What follows belongs to an exercise in optimizing a design on an open flow for small area, a short achievable clock period and few clock cycles per item; a production flow would make more cautious choices. Only simulation tests tie the RTL to the original design; equivalence was not proved. Power and IR drop assume default switching activity.

File: flow/design.v
module md5_core (
    input  wire         clk,
    input  wire         rst,       
    input  wire         init,
    input  wire         start,
    input  wire [511:0] block,
    output wire         ready,
    output reg          done,
    output wire [127:0] digest
);
    localparam [31:0] IV_A = 32'h67452301,
                      IV_B = 32'hefcdab89,
                      IV_C = 32'h98badcfe,
                      IV_D = 32'h10325476;
    reg          rdy;       
    reg          busy;      
    reg          setup;     
    reg          fin;       
    reg          pend;      
    reg  [5:0]   t;         
    reg  [511:0] m;
    reg  [31:0]  b, c, d;
    reg  [31:0]  u, v;
    reg  [31:0]  pre;
    reg  [31:0]  h0, h1, h2, h3;
    reg  [1:0]   rsel;      
    reg  [1:0]   isel;      
    reg          s61, s62;  
    reg          last;      
    assign ready = rdy;
    wire take_start = rdy && start;
    wire take_init  = rdy && init;
    wire step_next  = busy && !last;    
    wire [31:0] x [0:15];
    genvar gj;
    generate
        for (gj = 0; gj < 16; gj = gj + 1) begin : g_x
            assign x[gj] = {m[511-8*(4*gj+3) -: 8], m[511-8*(4*gj+2) -: 8],
                            m[511-8*(4*gj+1) -: 8], m[511-8*(4*gj)   -: 8]};
        end
    endgenerate
    localparam [2047:0] KTAB = 2048'heb86d3912ad7d2bbbd3af235f7537e824e0811a1a3014314fe2ce6e06fa87e4f85845dd1ffeff47d8f0ccc92655b59c3fc93a039ab9423a7432aff97f4292244c4ac56651fa27cf8e6db99e5d9d4d03904881d05d4ef3085eaa127fa289b7ec6bebfbc70f6bb4b604bdecfa9a4beea44fde5380c6d9d61228771f681fffa39428d2a4c8a676f02d9fcefa3f8a9e3e905455a14edf4d50d87c33707d621e1cde6e7d3fbc8d8a1e68102441453d62f105de9b6c7aa265e5a51c040b340f61e256249b40821a679438efd9871936b901122895cd7beffff5bb18b44f7af698098d8fd469501a83046134787c62af57c0fafc1bdceee242070dbe8c7b756d76aa478;
    wire [31:0] kt = KTAB[{t, 5'd0} +: 32];
    reg  [3:0]  gt;
    always @(*) begin
        case (t)
            6'd0: gt = 4'd0;
            6'd1: gt = 4'd1;
            6'd2: gt = 4'd2;
            6'd3: gt = 4'd3;
            6'd4: gt = 4'd4;
            6'd5: gt = 4'd5;
            6'd6: gt = 4'd6;
            6'd7: gt = 4'd7;
            6'd8: gt = 4'd8;
            6'd9: gt = 4'd9;
            6'd10: gt = 4'd10;
            6'd11: gt = 4'd11;
            6'd12: gt = 4'd12;
            6'd13: gt = 4'd13;
            6'd14: gt = 4'd14;
            6'd15: gt = 4'd15;
            6'd16: gt = 4'd1;
            6'd17: gt = 4'd6;
            6'd18: gt = 4'd11;
            6'd19: gt = 4'd0;
            6'd20: gt = 4'd5;
            6'd21: gt = 4'd10;
            6'd22: gt = 4'd15;
            6'd23: gt = 4'd4;
            6'd24: gt = 4'd9;
            6'd25: gt = 4'd14;
            6'd26: gt = 4'd3;
            6'd27: gt = 4'd8;
            6'd28: gt = 4'd13;
            6'd29: gt = 4'd2;
            6'd30: gt = 4'd7;
            6'd31: gt = 4'd12;
            6'd32: gt = 4'd5;
            6'd33: gt = 4'd8;
            6'd34: gt = 4'd11;
            6'd35: gt = 4'd14;
            6'd36: gt = 4'd1;
            6'd37: gt = 4'd4;
            6'd38: gt = 4'd7;
            6'd39: gt = 4'd10;
            6'd40: gt = 4'd13;
            6'd41: gt = 4'd0;
            6'd42: gt = 4'd3;
            6'd43: gt = 4'd6;
            6'd44: gt = 4'd9;
            6'd45: gt = 4'd12;
            6'd46: gt = 4'd15;
            6'd47: gt = 4'd2;
            6'd48: gt = 4'd0;
            6'd49: gt = 4'd7;
            6'd50: gt = 4'd14;
            6'd51: gt = 4'd5;
            6'd52: gt = 4'd12;
            6'd53: gt = 4'd3;
            6'd54: gt = 4'd10;
            6'd55: gt = 4'd1;
            6'd56: gt = 4'd8;
            6'd57: gt = 4'd15;
            6'd58: gt = 4'd6;
            6'd59: gt = 4'd13;
            6'd60: gt = 4'd4;
            6'd61: gt = 4'd11;
            6'd62: gt = 4'd2;
            6'd63: gt = 4'd9;
        endcase
    end
    wire [31:0] f     = (b & u) | (~b & v);
    wire [31:0] sum   = pre + f;
    wire [31:0] rq0 = isel[1] ? (isel[0] ? {sum[9:0], sum[31:10]} : {sum[14:0], sum[31:15]})
                           : (isel[0] ? {sum[19:0], sum[31:20]} : {sum[24:0], sum[31:25]});
    wire [31:0] rq1 = isel[1] ? (isel[0] ? {sum[11:0], sum[31:12]} : {sum[17:0], sum[31:18]})
                           : (isel[0] ? {sum[22:0], sum[31:23]} : {sum[26:0], sum[31:27]});
    wire [31:0] rq2 = isel[1] ? (isel[0] ? {sum[8:0], sum[31:9]} : {sum[15:0], sum[31:16]})
                           : (isel[0] ? {sum[20:0], sum[31:21]} : {sum[27:0], sum[31:28]});
    wire [31:0] rq3 = isel[1] ? (isel[0] ? {sum[10:0], sum[31:11]} : {sum[16:0], sum[31:17]})
                           : (isel[0] ? {sum[21:0], sum[31:22]} : {sum[25:0], sum[31:26]});
    wire [31:0] rot   = (rsel[1] ? (rsel[0] ? rq3 : rq2) : (rsel[0] ? rq1 : rq0))
                      | ({32{fin}} & b);
    wire [31:0] hsel  = s61 ? h0 : s62 ? h3 : h2;
    wire [31:0] hsum  = hsel + b;
    wire [31:0] a0 = pend ? IV_A : h0;
    wire [31:0] b0 = pend ? IV_B : h1;
    wire [31:0] c0 = pend ? IV_C : h2;
    wire [31:0] d0 = pend ? IV_D : h3;
    wire [31:0] b_new = (fin ? h1 : setup ? b0 : b) + rot;
    wire [31:0] cn = setup ? c0 : b;
    wire [31:0] dn = setup ? d0 : c;
    reg  [31:0] u_next, v_next;
    always @(*) begin
        case (t[5:4])
            2'd0:    begin u_next = cn;         v_next = dn;         end
            2'd1:    begin u_next = cn | dn;    v_next = cn & ~dn;   end
            2'd2:    begin u_next = ~(cn ^ dn); v_next = cn ^ dn;    end
            default: begin u_next = ~cn;        v_next = ~(cn ^ dn); end
        endcase
    end
    wire [31:0] p1 = setup ? a0 : d;
    wire [31:0] p2 = kt;
    wire [31:0] p3 = x[gt];
    wire [31:0] cs_s = p1 ^ p2 ^ p3;
    wire [31:0] cs_c = (p1 & p2) | (p1 & p3) | (p2 & p3);
    wire [31:0] pre_next = cs_s + {cs_c[30:0], 1'b0};
    assign digest = {h0[7:0], h0[15:8], h0[23:16], h0[31:24],
                     h1[7:0], h1[15:8], h1[23:16], h1[31:24],
                     h2[7:0], h2[15:8], h2[23:16], h2[31:24],
                     h3[7:0], h3[15:8], h3[23:16], h3[31:24]};
    always @(posedge clk) begin
        if (rdy)
            m <= block;
        pre <= {32{step_next}} & pre_next;
        u   <= {32{step_next}} & u_next;
        v   <= {32{step_next}} & v_next;
        b   <= b_new;
        if (setup) begin
            c <= c0;
            d <= d0;
        end else begin
            c <= b;
            d <= c;
        end
    end
    always @(posedge clk) begin
        if (rst) begin
            rdy   <= 1'b1;
            busy  <= 1'b0;
            setup <= 1'b0;
            fin   <= 1'b0;
            pend  <= 1'b0;
            done  <= 1'b0;
            t     <= 6'd0;
            rsel  <= 2'd0;
            isel  <= 2'd0;
            s61   <= 1'b0;
            s62   <= 1'b0;
            last  <= 1'b0;
            h0    <= IV_A;
            h1    <= IV_B;
            h2    <= IV_C;
            h3    <= IV_D;
        end else begin
            fin  <= last;
            done <= fin;
            rsel <= t[5:4];
            isel <= t[1:0];
            s61  <= busy && (t == 6'd61);
            s62  <= s61;
            last <= s62;
            if (take_start) begin
                rdy   <= 1'b0;
                busy  <= 1'b1;
                setup <= 1'b1;
                t     <= 6'd0;
            end else begin
                rdy   <= !busy || last || s62;
                setup <= 1'b0;
                if (last)
                    busy <= 1'b0;
                if (busy)
                    t <= t + 6'd1;
            end
            if (s61)  h0 <= hsum;
            if (s62)  h3 <= hsum;
            if (last) h2 <= hsum;
            if (fin)  h1 <= b_new;
            if (take_init)
                pend <= 1'b1;
            if (pend && !fin) begin
                pend <= 1'b0;
                h0   <= IV_A;
                h1   <= IV_B;
                h2   <= IV_C;
                h3   <= IV_D;
            end
        end
    end
endmodule
File: flow/flow/run.sh
#!/bin/bash
# The standard layout (standard synthesis, floorplan, placement, CTS,
# routing), with one change to how it is made: the port buffers that the
# placement step puts on every input and output are the smallest plain
# buffer instead of the default delay buffer. Every port still gets its
# buffer. All of the flow's output goes to standard_flow.log here; ORFS
# keeps each step's own log under orfs/logs.
set -euo pipefail
bash standard.sh "BUFFER_PORTS_ARGS=-buffer_cell sky130_fd_sc_hd__buf_1" finish \
    > standard_flow.log 2>&1
File: flow/standard.sh
#!/bin/bash
# synth_recipe.tcl (not shown) runs the flow's synth.tcl, then flattens the netlist and writes it again
# the make line also repeats each setting of config.mk as NAME=value (left out here)
make -C /OpenROAD-flow-scripts/flow DESIGN_CONFIG=/design/flow/config.mk WORK_HOME=/design/flow/orfs CLKGATE_MAP_FILE= SYNTH_SCRIPT=/design/flow/synth_recipe.tcl "${@:-finish}"
File: flow/config.mk
export PLATFORM = sky130hd
export DESIGN_NAME = md5_core
export DESIGN_NICKNAME = md5_core
export VERILOG_FILES = /design/flow/design.v
export SDC_FILE = /design/flow/constraint.sdc
export NUM_CORES = 4
export LEC_CHECK = 0
export CAP_MARGIN = 20
export CORE_MARGIN = 2
export CORE_UTILIZATION = 40
export CTS_BUF_LIST = sky130_fd_sc_hd__clkbuf_8
export SETUP_SLACK_MARGIN = 5
export SLEW_MARGIN = 20
File: flow/constraint.sdc
create_clock -name core_clock -period 12.0 [get_ports {clk}]
set_input_delay 2.4000 -clock core_clock [delete_from_list [all_inputs] [get_ports {clk}]]
set_output_delay 2.4000 -clock core_clock [all_outputs]
set_load 0.01 [all_outputs]
==> impl_metrics.tcl, run 1 <==
set metrics [dict create \
    synth_fa_ha_area_frac 0.0738 \
    clkTransAtPathRegs_ns 0.06 \
    hold_viol_final 0 \
    outcome "finished clean" \
    clock_skew_ns 0.0588 \
    syn_area_per_cell_um2 9.98 \
    gp_congestion 1.04 \
    post-dp-hpwl_mm 156 \
    maxSlewHeadroom 0.209 \
    dpl_cell_area_um2 50300 \
    first_pass_iters 6 \
    synth_edf_count 512 \
    cts_buffers 147 \
    root_buffer "clkbuf_8" \
    fin_nets 5987 \
    stdcell_count 6873 \
    die_y_um 344 \
    cts_tree "done" \
    dp.cells 6573 \
    mostFrequentLayoutCells "buf_1, edfxtp_1, nor2_1, a21oi_1" \
    antenna_left 0 \
    grt_pass1_wl_mm 287 \
    port_buffers 645 \
    grt_pass1_vias 38800 \
    floorplan.die_area_um2 118000 \
    clk_latency_ns 0.87 \
    totalWireLength_mm 207 \
    cts.sinks 855 \
    fin_ws_ns 5.19 \
    required_ns 12.80 \
    criticalPathCategory "flip-flop to flip-flop" \
    syn_to_final_growth_pct 15.5 \
    clk_path_buf_depth 3 \
    setup_tns_ns 0 \
    postSynthCellCount 4639 \
    path_buf_inv 1 \
    synth-xor-area-share 0.0274 \
    drc 0 \
    period_share 0.567 \
    die_x_um 344 \
    drv_slew 0 \
    grt_max_degree 158 \
    ys_ff_latch 855 \
    synth_top_family_by_area "compound AO/OA/AOI/OAI gates" \
    cp_slowest_stage_delay_ns 0.44 \
    synth_fp_nets 5407 \
    layout-drive-gt1-share 0.0955 \
    pre_cts_slack_ns 4.62 \
    reg2reg_slack_ns 5.19 \
    multi_input_area_um2 22700 \
    final_common_cell "buf_1" \
    yosys-mux-area-fraction 0.0406 \
    grt_usage 0.340 \
    min_path_type "flip-flop to flip-flop" \
    synthesis.area_um2 46300 \
    postCtsHoldBufs 0 \
    ys_warn_count 1 \
    ys_types 92 \
    worst-path-max-fanout 5 \
    fin_area_um2 53400 \
    detail_route.vias_per_cell 6.03 \
    synth-main-ff-cell "edfxtp_1" \
    vdd_drop_max_mv 0.104 \
    p_leak_nw 20.1 \
    endpoint_kind "flip-flop" \
    critPathLaunchType "flip-flop" \
    drt_iter0_markers 5187 \
    overflow 0 \
    synth-compound-area-share 0.216 \
    powerDensity_nw_per_um2 217 \
    cpMaxStageDelayCell "dfxtp_2" \
    ys_async_sr_fraction 0 \
    htree_num_levels 4 \
    period_needed_ns 6.81 \
    grt_antenna_before_repair 40 \
    fill_cells 11100 \
    seq_area_um2 22300 \
    critical_path_arrival_ns 7.61 \
    synthSimpleGateAreaFrac 0.124 \
    crit_path_frequent_cell "a21oi_1" \
    wl_per_cell_um 30.1 \
    vias 41400 \
    pin_count 646 \
    yosysSeqAreaShare 0.481 \
    rsz0062_at_grt "true" \
    initial_utilization 0.404 \
    fmax_mhz 147 \
    finalSetupViolCount 0 \
    worst_slew_pin_slew_ns 1.17 \
    crit_family "compound AO/OA/AOI/OAI gates" \
    core_area_um2 115000 \
    rows 124 \
    drv_cap 0 \
]
[path summary, 6_finish.rpt]
check                end  startpoint  cells after the start
setup / recovery  h1[31]        b[6]                     26
hold / removal     h1[9]       h1[9]                      2
hold reg to reg    h1[9]       h1[9]                      2
setup reg to reg  h1[31]        b[6]                     26
[state kept, by name, summed over array words and instances (netlist names), 6 cells and up]
register / cells
b: 32
c: 32
d: 32
h0: 32
h1: 32
h2: 32
h3: 32
m: 512
pre: 32
t: 6
u: 32
v: 32
[cells in the mapped netlist, drive strengths merged, types with 46 or more instances]
cell type  instances  area [um2]
nor2b             59         369
nand4             46         288
a21o              56         420
a21oi            334        1670
inv              144         541
nor2             491        1840
a31o              49         429
a211oi           102         771
nor3              78         400
ha               217        2720
mux2i            137        1370
o21ai            300        1510
nand3             96         485
dfxtp            343        6870
nand2            325        1220
clkbuf           251         942
xnor2             87         762
edfxtp           512       15400
buf               64         254
xor2              58         508
a22oi            188        1410
[kinds of logic after synthesis]
family | Yosys count
DFF | 855
adders and majority gates | 252
muxes | 177
and+or+nand+nor | 1263
buffers and inverters | 461
xor gates and xnor gates | 145
AOI/OAI and AO/OA | 1486
[power breakdown]
group          internal [mW]  switching [mW]  total (mW)
Sequential              3.56           0.237        3.79
Combinational           1.88            3.38        5.26
Clock                   1.26            1.31        2.57
[layer usage]
layer,vias up,routed length [um],track usage
li1,18500,-,-
met1,20000,81800,0.438
met2,2384,92800,0.530
met3,464,18000,0.0668
met4,12,13900,0.205
met5,-,83,0
[repair_timing]
| item | CTS | global route |
|---|---|---|
| gates resized for setup | 16 | 58 |
| endpoints found under the setup margin | 9 | 29 |
| buffers inserted | 1 | 8 |
| gates cloned | 0 | 0 |
| pin swaps | 1 | 6 |
[per-stage QoR]
| stage | hold WS (ns) | utilization | power [mW] |
|---|---|---|---|
| after floorplan | 0.509 | - | 7.08 |
| after global placement | 0.499 | 0.439 | 8.88 |
| after detailed placement | 0.501 | 0.439 | 8.87 |
| after CTS | 0.522 | 0.464 | 11.5 |
| after global routing | 0.529 | 0.467 | 12.2 |
| final | 0.526 | 0.467 | 11.6 |
[cell type report]
class	count	area share
Clock inverter	104	0.0118
Timing Repair Buffer	746	0.0598
Sequential cell	855	0.417
Inverter	146	0.0103
Multi-Input combinational cell	3323	0.424
Clock buffer	155	0.0399
Antenna cell	32	0.00150
Tap cell	1512	0.0354
[tightest hold or removal path, stage by stage (launching register included)]
cell	delay (ns)
dfxtp_1	0.32
nor2_1	0.09
o21ai_0	0.06
Testbench counts, summed over its fixed seeds: cycles 66,640, items 1,024.
==> run 2, diff against run 1 <==
==> flow/flow/run.sh (replaced) <==
#!/bin/bash
set -euo pipefail
bash standard.sh "BUFFER_PORTS_ARGS=-buffer_cell sky130_fd_sc_hd__buf_1" \
    SETUP_SLACK_MARGIN=6.5 finish > standard_flow.log 2>&1
--- a/flow/config.mk
+++ b/flow/config.mk
@@ -5,9 +5,9 @@
 export SDC_FILE = /design/flow/constraint.sdc
 export NUM_CORES = 4
 export LEC_CHECK = 0
+export ABC_AREA = 1
 export CAP_MARGIN = 20
 export CORE_MARGIN = 2
 export CORE_UTILIZATION = 40
 export CTS_BUF_LIST = sky130_fd_sc_hd__clkbuf_8
-export SETUP_SLACK_MARGIN = 5
 export SLEW_MARGIN = 20
==> impl_metrics.tcl, run 2 <==
set metrics [dict create \
    fin_nets 6659 \
    synthTopCellsByArea "edfxtp_1, dfxtp_1, nand2_1" \
    synth.top_cells.by_count "nand2_1, inv_1, edfxtp_1, a21oi_1, o21ai_0" \
    period_needed_ns 5.46 \
    drt_iter0_markers 5900 \
    clock_skew_ns 0.0610 \
    critPathLaunch "b[3]" \
    syn_to_final_growth_pct 18.1 \
    drv_slew 0 \
    powerDensity_nw_per_um2 223 \
    detail_route.vias_per_cell 5.87 \
    ys_types 64 \
    die_x_um 342 \
    hold_viol_final 0 \
    hold-worst-slack_ns 0.491 \
    r2r_cells 29 \
    drv_cap 0 \
    cts.sinks 855 \
    hold_end "d[31]" \
    hold_start "c[31]" \
    stdcell_count 7533 \
    clkTransAtPathRegs_ns 0.06 \
    yosysSeqAreaShare 0.487 \
    regMostFlops "m" \
    initial_utilization 0.405 \
    critPathLaunchType "flip-flop" \
    r2r_end "h1[28]" \
    largest_reg_flops 512 \
    synth_fp_nets 6006 \
    ys_ff_latch 855 \
    fmax_mhz 183 \
    period_share 0.455 \
    dpl_cell_area_um2 49700 \
    drc 0 \
    synthesis.area_um2 45700 \
    ys_warn_count 1 \
    rows 123 \
    cp_slowest_stage_delay_ns 0.51 \
    reg2reg_slack_ns 6.54 \
    criticalPathCategory "flip-flop to flip-flop" \
    yosys-mux-area-fraction 0.000685 \
    min_path_type "flip-flop to flip-flop" \
    outcome "finished clean" \
    synth_top_family_by_area "compound AO/OA/AOI/OAI gates" \
    die_y_um 342 \
    grt_pass1_wl_mm 309 \
    synth_edf_count 512 \
    layout-drive-gt1-share 0.0914 \
    setup_tns_ns 0 \
    totalWireLength_mm 223 \
    port_buffers 645 \
    yosys.area.top_type_share 0.337 \
    worst-path-max-fanout 5 \
    dp.cells 7215 \
    post-dp-hpwl_mm 172 \
    endpoint_kind "flip-flop" \
    overflow 0 \
    syn_area_per_cell_um2 8.72 \
    vias 44200 \
    root_buffer "clkbuf_8" \
    cts_buffers 150 \
    required_ns 12.73 \
    clk_latency_ns 0.86 \
    crit_path_frequent_cell "nand2_1" \
    grt_usage 0.371 \
    htree_num_levels 4 \
    grt_pass1_vias 41800 \
    rsz0062_at_grt "false" \
    synthSimpleGateAreaFrac 0.164 \
    clk_path_buf_depth 3 \
    synth-compound-area-share 0.186 \
    synth-xor-area-share 0.0165 \
    reg2reg_from "b[3]" \
    postSynthCellCount 5238 \
    maxSlewHeadroom 0.238 \
    cpMaxStageDelayCell "dfxtp_2" \
    gp_congestion 1.03 \
    p_leak_nw 22.4 \
    final_common_cell "nand2_1" \
    cts_tree "done" \
    grt_max_degree 157 \
    finalSetupViolCount 0 \
    pin_count 646 \
    yosys.cell_count.top_type "nand2_1" \
    mostFrequentLayoutCells "nand2_1, buf_1, inv_1, edfxtp_1, a21oi_1" \
    wl_per_cell_um 29.6 \
    floorplan.die_area_um2 117000 \
    synth_fa_ha_area_frac 0.0748 \
    worst_slew_pin_slew_ns 1.14 \
    hold_depth 2 \
    critical_path_arrival_ns 6.19 \
    fin_area_um2 53900 \
    core_area_um2 113000 \
    final_core_util 0.478 \
    grt_antenna_before_repair 28 \
    synth_area_leader_cell "edfxtp_1" \
    vdd_drop_max_mv 0.0974 \
    antenna_left 0 \
    first_pass_iters 6 \
    ys_async_sr_fraction 0 \
    synth-main-ff-cell "edfxtp_1" \
]
[run 2: changes by cell type in the layout (fill, tap and decap cells not counted), sizes merged, moves of 80 or more]
cell,previous run,this run
mux2i,137,2
a22oi,188,22
inv,205,634
a211oi,102,22
a21oi,334,416
nor2,491,351
nand3,96,244
a221oi,40,155
nand2,325,1138
[run 2: area by class of cell]
type                       instances  area [um2]
clock inverter                   107         689
timing repair inverter             1        5.00
inverter                         592        2270
antenna                           24        60.1
sequential                       855       22300
fill                           11200       58900
clock buffer                     163        2240
multi-input combinational       3544       21200
tap                             1500        1880
timing repair buffer             747        3270
[run 2: logic make-up after synthesis]
| kind of cell | count (synthesis) |
|---|---|
| fa+ha+maj | 252 |
| mux | 3 |
| compound gates | 1363 |
| flops | 855 |
| buf+inv | 840 |
| xor+xnor | 85 |
| simple gates | 1840 |
[run 2: worst max-delay path by stage]
stage	to	slack [ns]
floorplan	ready	5.89
global placement	pre[27]	5.34
detailed placement	pre[26]	5.57
CTS	pre[26]	6.46
global route	h1[31]	6.47
finish	h1[28]	6.54
[run 2: layer usage]
metal,global-route usage,routed length [um],part of all wire,vias to the layer above
li1,-,-,-,19600
met1,0.497,90100,0.40,21400
met2,0.575,100000,0.45,2658
met3,0.0790,21500,0.097,488
met4,0.168,10800,0.048,8
met5,0,63,0.00028,-
[run 2: critical path: cells and delay by family, from the launching register on]
family,cells,cell delay [ns]
simple gates,19,2.56
compound gates,5,1.01
fa+ha+maj,2,0.80
flops,1,0.51
xor+xnor,1,0.34
buf+inv,2,0.15
[run 2: repair_timing]
item	4_1_cts	5_1_grt
hold buffers	0	0
buffers inserted	5	17
resized for setup	77	175
pin swaps	2	9
gates cloned	2	0
endpoints found under the setup margin	59	61
[run 2: report_power, final]
group          total [mW]  leakage (nW)  switching (mW)  internal, mW
sequential           3.94          8.01           0.353          3.59
combinational        5.38          12.7            3.68          1.70
clock                2.71          1.67            1.33          1.38
total                12.0          22.4            5.36          6.67
[run 2: metrics by stage]
stage | power, mW | worst slack, ns
after floorplan | 6.93 | 5.89
after global placement | 8.92 | 5.34
after global routing | 12.6 | 6.47
after CTS | 11.6 | 6.46
final | 12.0 | 6.54
after detailed placement | 8.87 | 5.57
==> run 3, diff against run 2 <==
--- a/flow/design.v
+++ b/flow/design.v
@@ -40,7 +40,8 @@
         end
     endgenerate
     localparam [2047:0] KTAB = 2048'heb86d3912ad7d2bbbd3af235f7537e824e0811a1a3014314fe2ce6e06fa87e4f85845dd1ffeff47d8f0ccc92655b59c3fc93a039ab9423a7432aff97f4292244c4ac56651fa27cf8e6db99e5d9d4d03904881d05d4ef3085eaa127fa289b7ec6bebfbc70f6bb4b604bdecfa9a4beea44fde5380c6d9d61228771f681fffa39428d2a4c8a676f02d9fcefa3f8a9e3e905455a14edf4d50d87c33707d621e1cde6e7d3fbc8d8a1e68102441453d62f105de9b6c7aa265e5a51c040b340f61e256249b40821a679438efd9871936b901122895cd7beffff5bb18b44f7af698098d8fd469501a83046134787c62af57c0fafc1bdceee242070dbe8c7b756d76aa478;
-    wire [31:0] kt = KTAB[{t, 5'd0} +: 32];
+    wire [5:0]  t_nx = step_next ? t + 6'd1 : 6'd0;
+    reg  [31:0] kt;                  
     reg  [3:0]  gt;
     always @(*) begin
         case (t)
@@ -153,6 +154,7 @@
     always @(posedge clk) begin
         if (rdy)
             m <= block;
+        kt  <= KTAB[{t_nx, 5'd0} +: 32];
         pre <= {32{step_next}} & pre_next;
         u   <= {32{step_next}} & u_next;
         v   <= {32{step_next}} & v_next;
@@ -186,6 +188,7 @@
         end else begin
             fin  <= last;
             done <= fin;
+            t    <= t_nx;
             rsel <= t[5:4];
             isel <= t[1:0];
             s61  <= busy && (t == 6'd61);
@@ -195,14 +198,11 @@
                 rdy   <= 1'b0;
                 busy  <= 1'b1;
                 setup <= 1'b1;
-                t     <= 6'd0;
             end else begin
                 rdy   <= !busy || last || s62;
                 setup <= 1'b0;
                 if (last)
                     busy <= 1'b0;
-                if (busy)
-                    t <= t + 6'd1;
             end
             if (s61)  h0 <= hsum;
             if (s62)  h3 <= hsum;
==> flow/flow/run.sh (replaced) <==
#!/bin/bash
set -euo pipefail
bash standard.sh "BUFFER_PORTS_ARGS=-buffer_cell sky130_fd_sc_hd__buf_1" \
    SETUP_SLACK_MARGIN=7 finish > standard_flow.log 2>&1
==> impl_metrics.tcl, run 3 <==
set metrics [dict create \
    path_depth 19 \
    crit_family "compound AO/OA/AOI/OAI gates" \
    ys_async_sr_fraction 0 \
    detail_route.vias_per_cell 5.78 \
    syn_area_per_cell_um2 8.77 \
    synth-main-ff-cell "edfxtp_1" \
    grt_antenna_before_repair 27 \
    fill_cells 11200 \
    min_path_type "flip-flop to flip-flop" \
    hold_viol_final 0 \
    pin_count 646 \
    p_leak_nw 23.1 \
    synthesis.area_um2 46600 \
    ys_ff_latch 887 \
    dp.cells 7292 \
    htree_num_levels 4 \
    criticalPathCategory "flip-flop to flip-flop" \
    maxSlewHeadroom 0.240 \
    worst-path-max-fanout 13 \
    endpoint_kind "flip-flop" \
    core_area_um2 116000 \
    period_share 0.406 \
    fin_nets 6751 \
    clk_latency_ns 0.91 \
    cts_tree "done" \
    setup_tns_ns 0 \
    pwr-share-comb 0.447 \
    gp_congestion 1.00 \
    ys_warn_count 1 \
    grt_max_degree 85 \
    drt_iter0_markers 5713 \
    required_ns 12.71 \
    rsz0062_at_grt "true" \
    cp_slowest_stage_delay_ns 0.52 \
    drv_slew 0 \
    clkTransAtPathRegs_ns 0.06 \
    switching_share 0.432 \
    critPathLaunchType "flip-flop" \
    met1_usage 0.435 \
    hold_depth 2 \
    critical_path_arrival_ns 5.57 \
    grtUsageMet2 0.547 \
    cts.sinks 887 \
    clk_path_buf_depth 3 \
    final_common_cell "nand2_1" \
    yosysSeqAreaShare 0.491 \
    layout-drive-gt1-share 0.120 \
    fmax_mhz 205 \
    synthTopCellsByArea "edfxtp_1, dfxtp_1, nand2_1" \
    root_buffer "clkbuf_8" \
    wl_per_cell_um 27.8 \
    drc 0 \
    die_x_um 345 \
    port_buffers 645 \
    outcome "finished clean" \
    p_int_mw 7.09 \
    postCtsHoldBufs 0 \
    postSynthCellCount 5310 \
    pre_cts_slack_ns 5.41 \
    grt_pass1_vias 42000 \
    power.net_switching_mw 5.39 \
    post-dp-hpwl_mm 161 \
    regMostFlops "m" \
    cts_buffers 156 \
    grt_usage 0.344 \
    finalPower_mw 12.5 \
    path_cells "inv_1 > nor2_4 > inv_2 > nor2_4 > buf_4 > inv_1 > o21ai_0 > a221oi_1 > a41oi_2 > fa_1 > ha_1 > nand2_1 > inv_1 > a21oi_1 > o31ai_1 > a21oi_1 > o21ai_0 > o21ai_0 > a21oi_1" \
    stdcell_count 7656 \
    syn_to_final_growth_pct 20.0 \
    totalWireLength_mm 213 \
    yosys.cell_count.top_type "nand2_1" \
    synth_area_leader_cell "edfxtp_1" \
    vdd_drop_max_mv 0.128 \
    first_pass_iters 6 \
    path_buf_inv 5 \
    period_needed_ns 4.87 \
    pwr-share-seq 0.325 \
    busiest_layer "met2" \
    mostFrequentLayoutCells "nand2_1, buf_1, inv_1, edfxtp_1, a21oi_1" \
    synth.top_cells.by_count "nand2_1, inv_1, edfxtp_1, a21oi_1, o21ai_0" \
    finalSetupViolCount 0 \
    synth_edf_count 512 \
    rows 125 \
    r2r_cells 19 \
    fin_ws_ns 7.13 \
    clockPowerShare 0.228 \
    floorplan.die_area_um2 119000 \
    initial_utilization 0.402 \
    vias 44200 \
    synth_fp_nets 6070 \
    clock_skew_ns 0.107 \
    worst_slew_pin_slew_ns 1.13 \
    ys_types 66 \
    grt_use_met3 0.0659 \
    die_y_um 345 \
    antenna_left 0 \
    drv_cap 0 \
    grt_pass1_wl_mm 297 \
    powerDensity_nw_per_um2 223 \
    overflow 0 \
    yosys.area.top_type_share 0.330 \
    largest_reg_flops 512 \
    cpMaxStageDelayCell "fa_1" \
]
[run 3: area by class of cell]
cell class	instances	area, um2	area share
flip-flops and latches	887	23000	0.411
inverters	616	2410	0.0431
well taps	1524	1910	0.0341
diodes	19	47.5	0.000851
repair buffers	771	3480	0.0622
clock buffers	173	2380	0.0426
multi-input cells	3557	21900	0.392
repair inverters	2	16.3	0.000291
clock inverters	107	748	0.0134
[run 3: worst min-delay path: cells and delay by family (launching register included)]
kind	cells	cell delay [ns]
flip-flops	1	0.30
AO/OA/AOI/OAI	1	0.08
buffers and inverters	1	0.07
[run 3: kinds of logic (layout without fill, tap and decap cells)]
family,count (synthesis),in the layout,synth area share
AOI/OAI and AO/OA,1400,1400,0.188
xor gates and xnor gates,81,81,0.0156
adders and majority gates,244,244,0.0712
buffers and inverters,868,1669,0.0716
DFF,887,887,0.491
other,0,19,0
and+or+nand+nor,1830,1832,0.162
[run 3: final timing paths]
check / end / slack (ns) / start
worst max-delay path: pre[30] / 7.13 / gt[0]
worst max register to register: pre[30] / 7.13 / gt[0]
worst min-delay path: h1[24] / 0.50 / h1[24]
worst min register to register: h1[24] / 0.50 / h1[24]
[run 3: layer usage]
metal | part of all wire | up-vias
met5 | 0.00044 | -
met4 | 0.068 | 14
met3 | 0.093 | 551
met2 | 0.45 | 2676
met1 | 0.39 | 21000
li1 | - | 20000
[run 3: what timing repair did]
| item | in CTS | in global routing |
|---|---|---|
| resized for setup | 157 | 263 |
| hold endpoints to repair | 0 | 0 |
| setup buffers | 21 | 38 |
| pin swaps | 18 | 65 |
| cloned | 4 | 1 |
| setup endpoints to repair | 76 | 59 |
[run 3: power groups by stage]
stage / logic [mW] / clock network, mW / registers (mW)
final: 5.58 / 2.84 / 4.06
after detailed placement: 4.74 / 0 / 4.04
after global placement: 4.74 / 0 / 4.04
after global routing: 6.03 / 3.00 / 4.07
after CTS: 4.93 / 2.87 / 4.02
after floorplan: 3.14 / 0 / 3.92
[run 3: stage by stage]
stage,hold WS [ns],utilization,area [um2]
4_1_cts,0.497,0.469,54400
3_5_place_dp,0.492,0.435,50400
6_report,0.504,0.482,55900
5_1_grt,0.518,0.482,55900
2_1_floorplan,0.443,-,46600
3_3_place_gp,0.486,0.435,50400
Testbench counts of run 3, summed over its fixed seeds: cycles 66,640, items 1,024.
==> run 4, diff against run 3 <==
--- a/flow/config.mk
+++ b/flow/config.mk
@@ -8,6 +8,6 @@
 export ABC_AREA = 1
 export CAP_MARGIN = 20
 export CORE_MARGIN = 2
-export CORE_UTILIZATION = 40
+export CORE_UTILIZATION = 55
 export CTS_BUF_LIST = sky130_fd_sc_hd__clkbuf_8
 export SLEW_MARGIN = 20
==> impl_metrics.tcl, run 4 <==
set metrics [dict create \
    outcome "finished clean" \
    postCtsHoldBufs 0 \
    yosysSeqAreaShare 0.491 \
    final_common_cell "nand2_1" \
    r2r_cells 21 \
    ys_ff_latch 887 \
    final_core_util 0.659 \
    synthTopCellsByArea "edfxtp_1, dfxtp_1, nand2_1" \
    grt_antenna_before_repair 22 \
    gp_congestion 1.06 \
    post-dp-hpwl_mm 153 \
    synth-xor-area-share 0.0156 \
    synth_fa_ha_area_frac 0.0712 \
    synth.top_cells.by_count "nand2_1, inv_1, edfxtp_1, a21oi_1, o21ai_0" \
    fin_nets 6730 \
    first_pass_iters 10 \
    fmax_mhz 205 \
    largest_reg_flops 512 \
    clk_latency_ns 0.87 \
    syn_to_final_growth_pct 18.5 \
    powerDensity_nw_per_um2 222 \
    synth_top_family_by_area "compound AO/OA/AOI/OAI gates" \
    endpoint_kind "flip-flop" \
    cts.sinks 887 \
    rows 106 \
    root_buffer "clkbuf_8" \
    rsz0062_at_grt "true" \
    synthSimpleGateAreaFrac 0.162 \
    layout-drive-gt1-share 0.117 \
    drc 0 \
    hold_viol_final 0 \
    antenna_left 0 \
    postSynthCellCount 5310 \
    worst_slew_pin_slew_ns 1.11 \
    die_x_um 295 \
    vdd_drop_max_mv 0.134 \
    setup_tns_ns 0 \
    criticalPathCategory "flip-flop to flip-flop" \
    yosys-mux-area-fraction 0 \
    worst-path-max-fanout 18 \
    grt_pass1_vias 43100 \
    clk_path_buf_depth 3 \
    fin_area_um2 55200 \
    vias 45200 \
    drv_slew 0 \
    die_y_um 295 \
    clock_skew_ns 0.0514 \
    syn_area_per_cell_um2 8.77 \
    regMostFlops "m" \
    hold_depth 2 \
    critPathLaunchType "flip-flop" \
    detail_route.vias_per_cell 6.24 \
    drv_cap 0 \
    maxSlewHeadroom 0.263 \
    grt_usage 0.452 \
    dpl_cell_area_um2 50000 \
    period_share 0.407 \
    grt_max_degree 185 \
    p_leak_nw 22.9 \
    floorplan.die_area_um2 87000 \
    ys_async_sr_fraction 0 \
    yosys.cell_count.top_type "nand2_1" \
    synth_area_leader_cell "edfxtp_1" \
    yosys.area.top_type_share 0.330 \
    period_needed_ns 4.89 \
    core_area_um2 83700 \
    synth_fp_nets 6070 \
    pin_count 646 \
    synth-compound-area-share 0.188 \
    ys_types 66 \
    initial_utilization 0.556 \
    ys_warn_count 1 \
    cts_buffers 146 \
    finalSetupViolCount 0 \
    drt_iter0_markers 5729 \
    required_ns 12.73 \
    htree_num_levels 4 \
    overflow 0 \
    min_path_type "flip-flop to flip-flop" \
    wl_per_cell_um 28.0 \
    totalWireLength_mm 203 \
    mostFrequentLayoutCells "nand2_1, buf_1, inv_1, edfxtp_1, a21oi_1" \
    fill_cells 6853 \
    synthesis.area_um2 46600 \
    clkTransAtPathRegs_ns 0.07 \
    synth_edf_count 512 \
    port_buffers 645 \
    grt_pass1_wl_mm 284 \
    cts_tree "done" \
    synth-main-ff-cell "edfxtp_1" \
    critical_path_arrival_ns 5.62 \
]
[run 4: changes by cell type in the layout (fill, tap and decap cells not counted), sizes merged]
cell,delta
buf,-4
bufbuf,-1
bufinv,-3
clkbuf,-9
clkinv,-3
clkinvlp,-6
inv,+5
nor2,-2
[run 4: worst paths after layout]
path / slack, ns / endpoint / from
min reg2reg: 0.49 / h1[18] / h1[18]
min: 0.49 / h1[18] / h1[18]
max: 7.11 / pre[31] / gt[0]
max reg2reg: 7.11 / pre[31] / gt[0]
[run 4: power breakdown]
group	switching (mW)	internal [mW]	leakage [nW]
Clock	1.31	1.34	1.62
Sequential	0.315	3.70	8.28
Combinational	3.70	1.90	13.0
[run 4: routing by layer]
layer,GRT usage,share of wire,vias to the layer above
li1,-,-,19900
met1,0.519,0.34,21100
met2,0.728,0.46,3264
met3,0.0914,0.10,922
met4,0.383,0.10,12
met5,0,0.00040,-
[run 4: cells by family (layout without fill, tap and decap cells)]
| logic type | after synthesis | in the layout |
|---|---|---|
| xor+xnor | 81 | 81 |
| buf+inv | 868 | 1648 |
| compound gates | 1400 | 1400 |
| fa+ha+maj | 244 | 244 |
| simple gates | 1830 | 1830 |
| other cells | 0 | 19 |
| flops | 887 | 887 |
[run 4: final cells by class]
class	instances	area, um2	area share
Sequential cell	887	23000	0.416
Clock buffer	166	2280	0.0414
Multi-Input combinational cell	3555	22100	0.400
Clock inverter	102	579	0.0105
Antenna cell	19	47.5	0.000862
Tap cell	1134	1420	0.0257
Inverter	616	2360	0.0428
Timing Repair Buffer	764	3430	0.0621
[run 4: stage by stage]
step                hold WS, ns  cells  setup slack (ns)  total power [mW]
CTS                       0.497   7191              7.00              11.6
global placement          0.484   6902              6.08              8.78
global route              0.525   7235              6.89              12.8
finish                    0.493   7243              7.11              12.3
detailed placement        0.488   6902              6.06              8.78
floorplan                 0.443   5310              5.90              7.06
[run 4: what timing repair did]
item                                    CTS  global route
resized for setup                       136           313
endpoints found under the hold margin     0             0
setup buffers                            21            33
endpoints found under the setup margin   71            56
pin swaps                                26            80
[run 4: critical path, stage by stage, from the launching register on]
cell and delay, ns:
dfxtp_2 0.36, inv_1 0.06, nor2_1 0.04, buf_4 0.21, nand2_2 0.14, clkinvlp_4 0.17
buf_6 0.25, a22o_1 0.22, a221oi_1 0.26, nand4_1 0.33, nor2_2 0.30, a21oi_1 0.17
fa_1 0.49, ha_1 0.41, a21oi_1 0.24, o21ai_0 0.16, a221oi_1 0.35, o21ai_0 0.18
a21oi_2 0.18, nand3_1 0.09, nand2_1 0.07, nor2_1 0.05
==> run 5, diff against run 4 <==
==> flow/flow/run.sh (replaced) <==
#!/bin/bash
set -euo pipefail
bash standard.sh "BUFFER_PORTS_ARGS=-buffer_cell sky130_fd_sc_hd__buf_1" \
    SETUP_SLACK_MARGIN=7.6 finish > standard_flow.log 2>&1
--- a/flow/config.mk
+++ b/flow/config.mk
@@ -8,6 +8,6 @@
 export ABC_AREA = 1
 export CAP_MARGIN = 20
 export CORE_MARGIN = 2
-export CORE_UTILIZATION = 55
+export CORE_UTILIZATION = 40
 export CTS_BUF_LIST = sky130_fd_sc_hd__clkbuf_8
 export SLEW_MARGIN = 20
==> impl_metrics.tcl, run 5 <==
set metrics [dict create \
    critical_path_arrival_ns 5.52 \
    rsz0062_at_grt "true" \
    period_needed_ns 4.69 \
    syn_to_final_growth_pct 29.6 \
    fmax_mhz 213 \
    ys_ff_latch 887 \
    mostFrequentLayoutCells "nand2_1, buf_1, inv_1, edfxtp_1, a21oi_1" \
    postSynthCellCount 5310 \
    grt_use_met3 0.0715 \
    drt_iter0_markers 5729 \
    p_leak_nw 24.6 \
    gp_congestion 1.00 \
    first_pass_iters 8 \
    regMostFlops "m" \
    crit_path_frequent_cell "nand2_1" \
    floorplan.die_area_um2 119000 \
    synth_fp_nets 6070 \
    vias 45800 \
    period_share 0.391 \
    die_x_um 345 \
    grt_pass1_vias 43100 \
    worst-path-max-fanout 6 \
    clk_path_buf_depth 3 \
    drc 0 \
    synthesis.area_um2 46600 \
    totalWireLength_mm 221 \
    port_buffers 645 \
    yosys.area.top_type_share 0.330 \
    cpMaxStageDelayCell "ha_2" \
    endpoint_kind "flip-flop" \
    drv_cap 0 \
    outcome "finished clean" \
    maxSlewHeadroom 0.214 \
    ys_async_sr_fraction 0 \
    worst_slew_pin_slew_ns 1.17 \
    htree_num_levels 4 \
    required_ns 12.83 \
    yosys.cell_count.top_type "nand2_1" \
    clk_latency_ns 0.92 \
    vdd_drop_max_mv 0.147 \
    overflow 0 \
    finalSetupViolCount 0 \
    largest_reg_flops 512 \
    ys_warn_count 1 \
    yosysSeqAreaShare 0.491 \
    synth_area_leader_cell "edfxtp_1" \
    pin_count 646 \
    min_path_type "flip-flop to flip-flop" \
    final_common_cell "nand2_1" \
    detail_route.vias_per_cell 5.84 \
    setup_tns_ns 0 \
    clock_skew_ns 0.103 \
    grt_pass1_wl_mm 304 \
    root_buffer "clkbuf_8" \
    grtUsageMet2 0.555 \
    cp_slowest_stage_delay_ns 0.47 \
    powerDensity_nw_per_um2 231 \
    fill_cells 10700 \
    rows 125 \
    fin_nets 6924 \
    met1_usage 0.441 \
    reg2reg_slack_ns 7.31 \
    core_area_um2 116000 \
    post-dp-hpwl_mm 161 \
    synth_edf_count 512 \
    antenna_left 0 \
    clkTransAtPathRegs_ns 0.06 \
    cts.sinks 887 \
    wl_per_cell_um 28.2 \
    synthTopCellsByArea "edfxtp_1, dfxtp_1, nand2_1" \
    die_y_um 345 \
    finalPower_mw 13.9 \
    drv_slew 0 \
    initial_utilization 0.402 \
    cts_buffers 156 \
    grt_max_degree 85 \
    criticalPathCategory "flip-flop to flip-flop" \
    layout-drive-gt1-share 0.208 \
    hold_viol_final 0 \
    cts_tree "done" \
    busiest_layer "met2" \
    grt_antenna_before_repair 32 \
    grt_usage 0.352 \
    synth-main-ff-cell "edfxtp_1" \
    syn_area_per_cell_um2 8.77 \
    synth.top_cells.by_count "nand2_1, inv_1, edfxtp_1, a21oi_1, o21ai_0" \
    ys_types 66 \
    critPathLaunchType "flip-flop" \
]
-- run 5: cell counts after synthesis --
Identical to the previous run, type by type.
-- run 5: area by class of cell --
class / instances / area, um2 / area share
Multi-Input combinational cell: 3557 / 24500 / 0.406
Timing Repair inverter: 3 / 32.5 / 0.000539
Sequential cell: 887 / 23000 / 0.382
Clock inverter: 107 / 748 / 0.0124
Timing Repair Buffer: 943 / 5240 / 0.0868
Antenna cell: 23 / 57.6 / 0.000954
Clock buffer: 173 / 2380 / 0.0395
Inverter: 616 / 2440 / 0.0404
Tap cell: 1524 / 1910 / 0.0316
-- run 5: report_power, final --
part,total [mW],switching (mW),internal [mW]
combinational,7.04,4.34,2.70
clock,2.85,1.39,1.46
sequential,4.02,0.304,3.72
-- run 5: kinds of logic (layout without fill, tap and decap cells) --
group,count (synthesis),in the layout,share of synthesized area
DFF,887,887,0.491
buffers and inverters,868,1842,0.0716
and+or+nand+nor,1830,1832,0.162
adders and majority gates,244,244,0.0712
other,0,23,0
AOI/OAI and AO/OA,1400,1400,0.188
xor gates and xnor gates,81,81,0.0156
-- run 5: path summary, 6_finish.rpt --
kind,start,endpoint,cells after the start
setup / recovery,b[3],h1[27],29
hold / removal,c[24],d[24],2
setup reg to reg,b[3],h1[27],29
hold reg to reg,c[24],d[24],2
-- run 5: metal layers --
| layer | wire length (um) | vias up |
|---|---|---|
| li1 | - | 20300 |
| met1 | 83000 | 21900 |
| met2 | 100000 | 2912 |
| met3 | 21100 | 634 |
| met4 | 16400 | 16 |
| met5 | 107 | - |
-- run 5: metrics by stage --
stage	hold WS [ns]	setup slack, ns	util	cell area (um2)	std cells
5_1_grt	0.521	7.13	0.520	60300	7827
6_report	0.502	7.31	0.521	60300	7833
4_1_cts	0.497	7.40	0.493	57100	7692
3_5_place_dp	0.492	5.41	0.435	50400	7292
2_1_floorplan	0.443	5.90	-	46600	5310
3_3_place_gp	0.486	5.41	0.435	50400	7292
-- run 5: timing repair --
action	4_1_cts	5_1_grt
pin swaps	147	215
setup buffers	112	112
endpoints found under the setup margin	116	81
hold buffers	0	0
gates cloned	8	6
resized for setup	591	501
-- run 5: critical path: cells and delay by family (launching register included) --
family,cells,cell delay [ns]
flops,1,0.39
simple gates,19,2.15
buf+inv,2,0.28
xor+xnor,1,0.17
compound gates,5,0.79
fa+ha+maj,2,0.80
==> run 6, diff against run 5 <==
==> flow/flow/run.sh (replaced) <==
#!/bin/bash
set -euo pipefail
bash standard.sh "BUFFER_PORTS_ARGS=-buffer_cell sky130_fd_sc_hd__buf_1" \
    SETUP_SLACK_MARGIN=6.7 finish > standard_flow.log 2>&1
--- a/flow/config.mk
+++ b/flow/config.mk
@@ -8,6 +8,6 @@
 export ABC_AREA = 1
 export CAP_MARGIN = 20
 export CORE_MARGIN = 2
-export CORE_UTILIZATION = 40
+export CORE_UTILIZATION = 55
 export CTS_BUF_LIST = sky130_fd_sc_hd__clkbuf_8
 export SLEW_MARGIN = 20
==> impl_metrics.tcl, run 6 <==
set metrics [dict create \
    ys_ff_latch 887 \
    die_x_um 295 \
    critPathLaunchType "flip-flop" \
    powerDensity_nw_per_um2 220 \
    grt_usage 0.449 \
    rows 106 \
    synth_edf_count 512 \
    maxSlewHeadroom 0.285 \
    critPathLaunch "b[20]" \
    ys_types 66 \
    clk_path_buf_depth 3 \
    period_share 0.434 \
    drv_slew 0 \
    r2r_cells 29 \
    synthTopCellsByArea "edfxtp_1, dfxtp_1, nand2_1" \
    vias 45100 \
    cts_tree "done" \
    mostFrequentLayoutCells "nand2_1, buf_1, inv_1, edfxtp_1, a21oi_1" \
    grt_max_degree 185 \
    outcome "finished clean" \
    clock_skew_ns 0.0419 \
    hold-worst-slack_ns 0.494 \
    endpoint_kind "flip-flop" \
    final_common_cell "nand2_1" \
    clkTransAtPathRegs_ns 0.06 \
    largest_reg_flops 512 \
    pin_count 646 \
    period_needed_ns 5.21 \
    finalPower_mw 11.9 \
    postCtsHoldBufs 0 \
    min_path_type "flip-flop to flip-flop" \
    antenna_left 0 \
    synth-main-ff-cell "edfxtp_1" \
    vdd_drop_max_mv 0.192 \
    syn_to_final_growth_pct 16.1 \
    yosys.cell_count.top_type "nand2_1" \
    critical_path_arrival_ns 5.92 \
    layout-drive-gt1-share 0.0909 \
    reg2reg_from "b[20]" \
    worst_slew_pin_slew_ns 1.07 \
    wl_per_cell_um 27.8 \
    drc 0 \
    crit_family "simple AND/OR/NAND/NOR gates" \
    drt_iter0_markers 5686 \
    fill_cells 7007 \
    cts.sinks 887 \
    syn_area_per_cell_um2 8.77 \
    synth_fp_nets 6070 \
    cp_slowest_stage_delay_ns 0.45 \
    ys_warn_count 1 \
    drv_cap 0 \
    required_ns 12.72 \
    dp.cells 6902 \
    synth_area_leader_cell "edfxtp_1" \
    first_pass_iters 9 \
    hold_end "h1[18]" \
    grt_pass1_vias 42900 \
    clk_latency_ns 0.86 \
    hold_depth 2 \
    die_y_um 295 \
    stdcell_count 7222 \
    grt_pass1_wl_mm 283 \
    cpMaxStageDelayCell "dfxtp_4" \
    fin_nets 6713 \
    fmax_mhz 192 \
    final_core_util 0.646 \
    path_buf_inv 4 \
    hold_start "h1[18]" \
    overflow 0 \
    yosys.area.top_type_share 0.330 \
    r2r_end "b[19]" \
    p_leak_nw 22.6 \
    core_area_um2 83700 \
    port_buffers 645 \
    synthesis.area_um2 46600 \
    floorplan.die_area_um2 87000 \
    detail_route.vias_per_cell 6.25 \
    totalWireLength_mm 201 \
    post-dp-hpwl_mm 153 \
    postSynthCellCount 5310 \
    gp_congestion 1.06 \
    cts_buffers 146 \
    rsz0062_at_grt "true" \
    finalSetupViolCount 0 \
    worst-path-max-fanout 5 \
    regMostFlops "m" \
    grt_antenna_before_repair 18 \
    ys_async_sr_fraction 0 \
    setup_tns_ns 0 \
    hold_viol_final 0 \
    criticalPathCategory "flip-flop to flip-flop" \
    htree_num_levels 4 \
    reg2reg_slack_ns 6.79 \
    initial_utilization 0.556 \
    crit_path_frequent_cell "nand2_1" \
    synth.top_cells.by_count "nand2_1, inv_1, edfxtp_1, a21oi_1, o21ai_0" \
    yosysSeqAreaShare 0.491 \
    root_buffer "clkbuf_8" \
]
==> run 6: cell counts after synthesis <==
No cell type changed its count.
==> run 6: worst max-delay path by stage <==
stage              end  depth (start not counted)
6_report         b[19]                         29
2_1_floorplan    ready                          0
5_1_grt         h1[19]                         33
3_3_place_gp   pre[22]                         22
3_5_place_dp   pre[21]                         24
4_1_cts          b[19]                         31
==> run 6: logic make-up after synthesis <==
| logic type | Yosys count | synth area share |
|---|---|---|
| adder cells (fa/ha/maj) | 244 | 0.0712 |
| AND/OR/NAND/NOR | 1830 | 0.162 |
| AO/OA/AOI/OAI | 1400 | 0.188 |
| XOR/XNOR | 81 | 0.0156 |
| flip-flops | 887 | 0.491 |
| buffers and inverters | 868 | 0.0716 |
==> run 6: layout make-up <==
cell class	count	area (um2)	share of cell area
clock inverter	102	579	0.0107
multi-input combinational	3555	21200	0.393
inverter	616	2340	0.0432
sequential	887	22900	0.424
clock buffer	166	2280	0.0423
antenna	15	37.5	0.000694
timing repair buffer	747	3240	0.0600
tap	1134	1420	0.0262
==> run 6: layer usage <==
layer	GRT usage	wire (um)	up-vias
met5	0	80	-
met4	0.370	19400	12
met3	0.0961	20200	839
met2	0.726	93100	3301
met1	0.515	68000	21100
li1	-	-	19800
==> run 6: power by group <==
| group | total [mW] | leakage (nW) | internal (mW) | switching [mW] |
|---|---|---|---|---|
| clock network | 2.64 | 1.62 | 1.34 | 1.29 |
| logic | 5.26 | 12.7 | 1.71 | 3.55 |
| registers | 4.01 | 8.27 | 3.69 | 0.316 |
| total | 11.9 | 22.6 | 6.75 | 5.16 |
==> run 6: tightest hold or removal path, cell delays in order, from the launching register on <==
cell	delay (ns)
dfxtp_1	0.31
inv_1	0.06
o211ai_1	0.07
==> run 6: what timing repair did <==
item / in CTS / in global routing
pin swaps: 0 / 35
endpoints found under the setup margin: 47 / 58
resized for setup: 34 / 187
gates cloned: 0 / 0
setup buffers: 0 / 36
==> run 6: through the flow <==
step | area [um2] | setup slack [ns]
CTS | 53000 | 6.65
floorplan | 46600 | 5.90
finish | 54100 | 6.79
detailed placement | 50000 | 6.06
global route | 54000 | 6.59
global placement | 50000 | 6.08
==> run 7, diff against run 6 <==
==> flow/run.sh (new file) <==
#!/bin/bash
# synth_recipe.tcl (not shown) runs the flow's synth.tcl, then flattens the netlist and writes it again
# the make line also repeats each setting of config.mk as NAME=value (left out here)
make -C /OpenROAD-flow-scripts/flow DESIGN_CONFIG=/design/flow/config.mk WORK_HOME=/design/flow/orfs CLKGATE_MAP_FILE= SYNTH_SCRIPT=/design/flow/synth_recipe.tcl finish
--- a/flow/config.mk
+++ b/flow/config.mk
@@ -8,6 +8,7 @@
 export ABC_AREA = 1
 export CAP_MARGIN = 20
 export CORE_MARGIN = 2
-export CORE_UTILIZATION = 55
+export CORE_UTILIZATION = 40
 export CTS_BUF_LIST = sky130_fd_sc_hd__clkbuf_8
+export SETUP_SLACK_MARGIN = 5
 export SLEW_MARGIN = 20
removed: flow/flow/run.sh
removed: flow/standard.sh
==> impl_metrics.tcl, run 7 <==
set metrics [dict create \
    finalPower_mw 12.0 \
    fin_nets 6686 \
    overflow 0 \
    worst_slew_pin_slew_ns 1.12 \
    fmax_mhz 159 \
    postCtsHoldBufs 0 \
    critical_path_arrival_ns 7.08 \
    drc 0 \
    path_cells "nor2_2 > inv_1 > nor2_2 > inv_2 > buf_4 > o21ai_0 > a221oi_1 > a41oi_2 > fa_1 > fa_1 > nand3_1 > nand2_1 > nand2_1 > nand2_1 > a21oi_2 > o21ai_1 > a21boi_0 > inv_1 > nand2_1 > nand2_1 > nand2_1 > nand2_1 > o21ai_0 > a21oi_1" \
    wl_per_cell_um 29.1 \
    cp_slowest_stage_delay_ns 0.71 \
    ys_async_sr_fraction 0 \
    detail_route.vias_per_cell 5.81 \
    synthTopCellsByArea "edfxtp_1, dfxtp_1, nand2_1" \
    clk_path_buf_depth 3 \
    yosysSeqAreaShare 0.491 \
    worst-path-max-fanout 41 \
    hold_viol_final 0 \
    required_ns 12.79 \
    synth-main-ff-cell "edfxtp_1" \
    drv_cap 0 \
    totalWireLength_mm 221 \
    synthesis.area_um2 46600 \
    endpoint_kind "flip-flop" \
    synth_area_leader_cell "edfxtp_1" \
    vdd_drop_max_mv 0.122 \
    final_core_util 0.497 \
    grt_antenna_before_repair 26 \
    gp_congestion 1.01 \
    synth_fp_nets 6070 \
    path_buf_inv 4 \
    clk_latency_ns 0.93 \
    postCtsSetupRepairBufs 0 \
    initial_utilization 0.402 \
    grt_usage 0.361 \
    largest_reg_flops 512 \
    synth_edf_count 512 \
    die_x_um 345 \
    ys_types 66 \
    finalSetupViolCount 0 \
    min_path_type "flip-flop to flip-flop" \
    post-dp-hpwl_mm 172 \
    period_needed_ns 6.29 \
    crit_path_frequent_cell "nand2_1" \
    floorplan.die_area_um2 119000 \
    yosys.area.top_type_share 0.330 \
    period_share 0.524 \
    clock_skew_ns 0.0911 \
    ys_ff_latch 887 \
    yosys.cell_count.top_type "nand2_1" \
    grtUsageMet2 0.567 \
    grt_max_degree 162 \
    p_leak_nw 24.3 \
    ys_warn_count 1 \
    rows 125 \
    grt_use_met3 0.0770 \
    synth.top_cells.by_count "nand2_1, inv_1, edfxtp_1, a21oi_1, o21ai_0" \
    cpMaxStageDelayCell "nor2_2" \
    busiest_layer "met2" \
    stdcell_count 7591 \
    critPathLaunchType "flip-flop" \
    pin_count 646 \
    layout-drive-gt1-share 0.0619 \
    vias 44100 \
    crit_family "compound AO/OA/AOI/OAI gates" \
    postSynthCellCount 5310 \
    antenna_left 0 \
    drt_iter0_markers 5353 \
    regMostFlops "m" \
    cts_buffers 158 \
    cts_tree "done" \
    first_pass_iters 8 \
    mostFrequentLayoutCells "nand2_1, inv_1, clkdlybuf4s50_1, edfxtp_1, a21oi_1" \
    htree_num_levels 4 \
    port_buffers 645 \
    syn_area_per_cell_um2 8.77 \
    clkTransAtPathRegs_ns 0.06 \
    outcome "finished clean" \
    dpl_cell_area_um2 54500 \
    fill_cells 11100 \
    setup_tns_ns 0 \
    die_y_um 345 \
    met1_usage 0.456 \
    grt_pass1_vias 42600 \
    root_buffer "clkbuf_8" \
    drv_slew 0 \
    maxSlewHeadroom 0.243 \
    rsz0062_at_grt "false" \
    criticalPathCategory "flip-flop to flip-flop" \
    fin_area_um2 57600 \
    grt_pass1_wl_mm 310 \
    syn_to_final_growth_pct 23.7 \
    cts.sinks 887 \
    powerDensity_nw_per_um2 208 \
    final_common_cell "nand2_1" \
    core_area_um2 116000 \
    dp.cells 7290 \
]
==> run 7: logic make-up (layout without fill, tap and decap cells) <==
logic type | count (synthesis) | count (layout) | share of synthesized area
buf+inv | 868 | 1614 | 0.0716
xor+xnor | 81 | 81 | 0.0156
compound gates | 1400 | 1400 | 0.188
simple gates | 1830 | 1830 | 0.162
other cells | 0 | 11 | 0
fa+ha+maj | 244 | 244 | 0.0712
flops | 887 | 887 | 0.491
==> run 7: tightest hold or removal path: cells and delay by family (launching register included) <==
kind,cells,cell delay [ns]
buf+inv,1,0.04
flops,1,0.30
compound gates,1,0.10
==> run 7: routing by layer <==
metal / up-vias / wire (um)
li1: 19800 / -
met1: 21200 / 86000
met2: 2642 / 99300
met3: 542 / 20700
met4: 16 / 14900
met5: - / 99
==> run 7: timing repair <==
action / 4_1_cts / 5_1_grt
endpoints found under the setup margin: 0 / 1
gates resized for setup: 0 / 1
endpoints found under the hold margin: 0 / 0
==> run 7: layout make-up <==
cell class	instances	area [um2]	area share
timing repair buffer	708	6950	0.121
antenna	11	27.5	0.000478
tap	1524	1910	0.0331
sequential	887	22900	0.397
clock buffer	171	2350	0.0408
clock inverter	119	746	0.0129
inverter	616	2310	0.0401
multi-input combinational	3555	20400	0.355
==> run 7: path summary, 6_finish.rpt <==
| check | slack [ns] | cells past startpoint | from | endpoint |
|---|---|---|---|---|
| worst min-delay path | 0.51 | 2 | c[22] | d[22] |
| worst max-delay path | 5.71 | 24 | gt[3] | pre[21] |
| worst max register to register | 5.71 | 24 | gt[3] | pre[21] |
| worst min register to register | 0.51 | 2 | c[22] | d[22] |
==> run 7: per-stage QoR <==
| stage | setup slack, ns | hold WS, ns |
|---|---|---|
| final | 5.71 | 0.510 |
| after global routing | 5.23 | 0.519 |
| after global placement | 5.31 | 0.495 |
| after CTS | 5.27 | 0.505 |
| after detailed placement | 5.29 | 0.493 |
| after floorplan | 5.90 | 0.443 |
==> run 7: where the power goes <==
part	switching (mW)	leakage, nW	internal (mW)	total, mW
Combinational	3.55	14.2	1.62	5.18
Sequential	0.292	8.27	3.68	3.97
Clock	1.41	1.77	1.43	2.84
==> run 8, diff against run 7 <==
--- a/flow/design.v
+++ b/flow/design.v
@@ -16,6 +16,7 @@
     reg          busy;      
     reg          setup;     
     reg          fin;       
+    reg          dcy;       
     reg          pend;      
     reg  [5:0]   t;         
     reg  [511:0] m;
@@ -126,7 +127,7 @@
     wire [31:0] hsel  = s61 ? h0 : s62 ? h3 : h2;
     wire [31:0] hsum  = hsel + b;
     wire [31:0] a0 = pend ? IV_A : h0;
-    wire [31:0] b0 = pend ? IV_B : h1;
+    wire [31:0] b0 = pend ? IV_B : dcy ? b : h1;
     wire [31:0] c0 = pend ? IV_C : h2;
     wire [31:0] d0 = pend ? IV_D : h3;
     wire [31:0] b_new = (fin ? h1 : setup ? b0 : b) + rot;
@@ -173,6 +174,7 @@
             busy  <= 1'b0;
             setup <= 1'b0;
             fin   <= 1'b0;
+            dcy   <= 1'b0;
             pend  <= 1'b0;
             done  <= 1'b0;
             t     <= 6'd0;
@@ -187,7 +189,8 @@
             h3    <= IV_D;
         end else begin
             fin  <= last;
-            done <= fin;
+            dcy  <= fin;
+            done <= dcy;
             t    <= t_nx;
             rsel <= t[5:4];
             isel <= t[1:0];
@@ -207,10 +210,10 @@
             if (s61)  h0 <= hsum;
             if (s62)  h3 <= hsum;
             if (last) h2 <= hsum;
-            if (fin)  h1 <= b_new;
+            if (dcy)  h1 <= b;
             if (take_init)
                 pend <= 1'b1;
-            if (pend && !fin) begin
+            if (pend && !fin && !dcy) begin
                 pend <= 1'b0;
                 h0   <= IV_A;
                 h1   <= IV_B;
==> flow/flow/run.sh (new file) <==
#!/bin/bash
set -euo pipefail
bash standard.sh "BUFFER_PORTS_ARGS=-buffer_cell sky130_fd_sc_hd__buf_1" \
    SETUP_SLACK_MARGIN=7 finish > standard_flow.log 2>&1
==> flow/standard.sh (new file) <==
#!/bin/bash
# synth_recipe.tcl (not shown) runs the flow's synth.tcl, then flattens the netlist and writes it again
# the make line also repeats each setting of config.mk as NAME=value (left out here)
make -C /OpenROAD-flow-scripts/flow DESIGN_CONFIG=/design/flow/config.mk WORK_HOME=/design/flow/orfs CLKGATE_MAP_FILE= SYNTH_SCRIPT=/design/flow/synth_recipe.tcl "${@:-finish}"
--- a/flow/config.mk
+++ b/flow/config.mk
@@ -10,5 +10,4 @@
 export CORE_MARGIN = 2
 export CORE_UTILIZATION = 40
 export CTS_BUF_LIST = sky130_fd_sc_hd__clkbuf_8
-export SETUP_SLACK_MARGIN = 5
 export SLEW_MARGIN = 20
removed: flow/run.sh
==> impl_metrics.tcl, run 8 <==
set metrics [dict create \
    largest_reg_flops 512 \
    yosysSeqAreaShare 0.488 \
    drt_iter0_markers 6096 \
    p_leak_nw 23.0 \
    fin_ws_ns 7.11 \
    reg2reg_slack_ns 7.11 \
    required_ns 12.79 \
    floorplan.die_area_um2 120000 \
    synth_fp_nets 6233 \
    postSynthCellCount 5473 \
    pre_cts_slack_ns 5.86 \
    clk_latency_ns 0.91 \
    layout-drive-gt1-share 0.0951 \
    synthesis.area_um2 46900 \
    final_common_cell "nand2_1" \
    yosys.area.top_type_share 0.328 \
    stdcell_count 7794 \
    hold_viol_final 0 \
    totalWireLength_mm 220 \
    fin_nets 6883 \
    crit_path_frequent_cell "nand2_1" \
    overflow 0 \
    path_depth 26 \
    regMostFlops "m" \
    grt_antenna_before_repair 46 \
    critPathLaunchType "flip-flop" \
    vias 45200 \
    final_core_util 0.478 \
    drv_slew 0 \
    period_needed_ns 4.89 \
    htree_num_levels 4 \
    worst_slew_pin_slew_ns 1.06 \
    endpoint_kind "flip-flop" \
    rsz0062_at_grt "true" \
    clk_path_buf_depth 3 \
    hold_end "d[13]" \
    first_pass_iters 7 \
    dp.cells 7451 \
    rows 125 \
    fin_area_um2 55500 \
    hold_depth 2 \
    powerDensity_nw_per_um2 220 \
    gp_congestion 1.03 \
    root_buffer "clkbuf_8" \
    synth_edf_count 512 \
    worst-path-max-fanout 5 \
    syn_area_per_cell_um2 8.58 \
    reg2reg_from "b[19]" \
    antenna_left 0 \
    grt_usage 0.356 \
    met1_usage 0.468 \
    critical_path_arrival_ns 5.67 \
    die_x_um 347 \
    initial_utilization 0.404 \
    synth-main-ff-cell "edfxtp_1" \
    ys_warn_count 1 \
    outcome "finished clean" \
    detail_route.vias_per_cell 5.80 \
    cts_tree "done" \
    post-dp-hpwl_mm 169 \
    ys_types 62 \
    synthTopCellsByArea "edfxtp_1, dfxtp_1, nand2_1" \
    postCtsHoldBufs 0 \
    grt_pass1_wl_mm 308 \
    die_y_um 347 \
    fmax_mhz 205 \
    hold_start "c[13]" \
    grtUsageMet2 0.551 \
    vdd_drop_max_mv 0.122 \
    port_buffers 645 \
    clock_skew_ns 0.0850 \
    period_share 0.407 \
    dpl_cell_area_um2 50900 \
    r2r_cells 26 \
    pin_count 646 \
    finalSetupViolCount 0 \
    criticalPathCategory "flip-flop to flip-flop" \
    drv_cap 0 \
    core_area_um2 116000 \
    cts.sinks 888 \
    syn_to_final_growth_pct 18.3 \
    path_buf_inv 2 \
    cpMaxStageDelayCell "ha_2" \
    finalPower_mw 12.2 \
    synth.top_cells.by_count "nand2_1, inv_1, edfxtp_1, a21oi_1, nor2_1" \
    grt_use_met3 0.0725 \
    r2r_end "b[25]" \
    crit_family "simple AND/OR/NAND/NOR gates" \
    grt_pass1_vias 42500 \
    wl_per_cell_um 28.3 \
    ys_ff_latch 888 \
    mostFrequentLayoutCells "nand2_1, buf_1, inv_1, edfxtp_1, a21oi_1" \
    busiest_layer "met2" \
    ys_async_sr_fraction 0 \
    yosys.cell_count.top_type "nand2_1" \
    cp_slowest_stage_delay_ns 0.46 \
    min_path_type "flip-flop to flip-flop" \
    drc 0 \
    clkTransAtPathRegs_ns 0.06 \
    setup_tns_ns 0 \
    maxSlewHeadroom 0.286 \
    synth_area_leader_cell "edfxtp_1" \
    hold-worst-slack_ns 0.510 \
    grt_max_degree 178 \
    cts_buffers 155 \
]
## run 8: final cells by class
| type | instances | area, um2 |
|---|---|---|
| Sequential cell | 888 | 23000 |
| Clock inverter | 112 | 759 |
| Multi-Input combinational cell | 3703 | 21800 |
| Tap cell | 1524 | 1910 |
| Antenna cell | 26 | 65.1 |
| Timing Repair Buffer | 755 | 3350 |
| Fill cell | 11500 | 60700 |
| Inverter | 620 | 2380 |
| Clock buffer | 166 | 2280 |
## run 8: power breakdown
part	switching [mW]	internal, mW	leakage, nW
clock network	1.40	1.38	1.75
logic	3.60	1.76	12.9
registers	0.375	3.70	8.28
## run 8: how the worst max path moves through the flow
| stage | start | end | slack [ns] |
|---|---|---|---|
| 2_1_floorplan | rdy | ready | 5.90 |
| 3_3_place_gp | gt[2] | pre[21] | 5.79 |
| 3_5_place_dp | gt[2] | pre[21] | 5.86 |
| 4_1_cts | b[15] | b[24] | 7.01 |
| 5_1_grt | b[0] | b[24] | 6.93 |
| 6_report | b[19] | b[25] | 7.11 |
## run 8: cells by family (layout without fill, tap and decap cells)
kind of cell / Yosys count / after routing / share of synthesized area
AO/OA/AOI/OAI: 1395 / 1395 / 0.183
AND/OR/NAND/NOR: 1985 / 1985 / 0.171
XOR/XNOR: 79 / 79 / 0.0149
flip-flops: 888 / 888 / 0.488
other: 0 / 26 / 0
buffers and inverters: 882 / 1653 / 0.0720
adder cells (fa/ha/maj): 244 / 244 / 0.0706
## run 8: what timing repair did
item,in CTS,in global routing
endpoints found under the setup margin,48,46
resized for setup,114,200
pin swaps,9,28
setup buffers,16,23
## run 8: worst register-to-register path: stages (launching register included)
cell      delay [ns]
dfxtp_4         0.45
inv_1           0.15
nand2_1         0.08
nand2_1         0.14
ha_2            0.46
nand2_1         0.14
inv_1           0.10
nand2_1         0.09
nor3_1          0.20
nand3_1         0.16
nand3_1         0.10
nand2_1         0.12
nand3_1         0.18
nand2_1         0.13
o21ai_0         0.32
nand3_1         0.21
o211ai_1        0.26
ha_4            0.31
a21oi_1         0.22
o21ai_0         0.13
a21oi_2         0.17
nand2_4         0.11
a21oi_2         0.19
o21ai_2         0.08
nand2_1         0.07
nand2_1         0.05
xor2_1          0.15
## run 8: metal layers
metal  share of wire  wire (um)
met1            0.39      86900
met2            0.45      98200
met3            0.10      22000
met4           0.059      12900
met5         0.00078        172
Testbench counts of run 8, summed over its fixed seeds: cycles 66,648, items 1,024.

-- static timing again, ports no longer ideal --
How much do the figures lean on ideal ports? The routed layouts below were timed once more, with nothing changed but the port constraints. Step 1 sets driving cells, clkbuf_16 on the clock port and buf_2 on the other inputs (assumed; they add their load-dependent delay and slew). Step 2, shift: input delay + t, output delay - t, t = (earliest + latest rising clock arrival at the registers) / 2. This alone moves slack from input paths to output paths. a / b / c = no drivers / after step 1 / after step 2; a / b = the first two.
run | shift t [ns] | setup WS [ns] | worst data-port slew with drivers (ns) | pins driven straight from the clock port
run 1 | 0.928 | 5.191 / 5.191 / 5.191 | 0.17 | 1
run 2 | 0.905 | 6.540 / 6.540 / 6.540 | 0.16 | 1
run 3 | 0.943 | 7.131 / 7.131 / 7.131 | 0.27 | 1
run 4 | 0.893 | 7.110 / 7.110 / 7.110 | 0.15 | 1
run 5 | 0.956 | 7.308 / 7.308 / 7.293 | 0.28 | 1
run 6 | 0.890 | 6.793 / 6.793 / 6.793 | 0.13 | 1
run 7 | 0.966 | 5.708 / 5.708 / 5.708 | 0.28 | 1
run 8 | 0.949 | 7.114 / 7.114 / 6.608 | 0.17 | 1
After both steps every run listed still meets setup and hold. For run 8, which loses most, drivers alone change the setup slack by 0.000 ns; drivers and shift together by -0.506 ns.
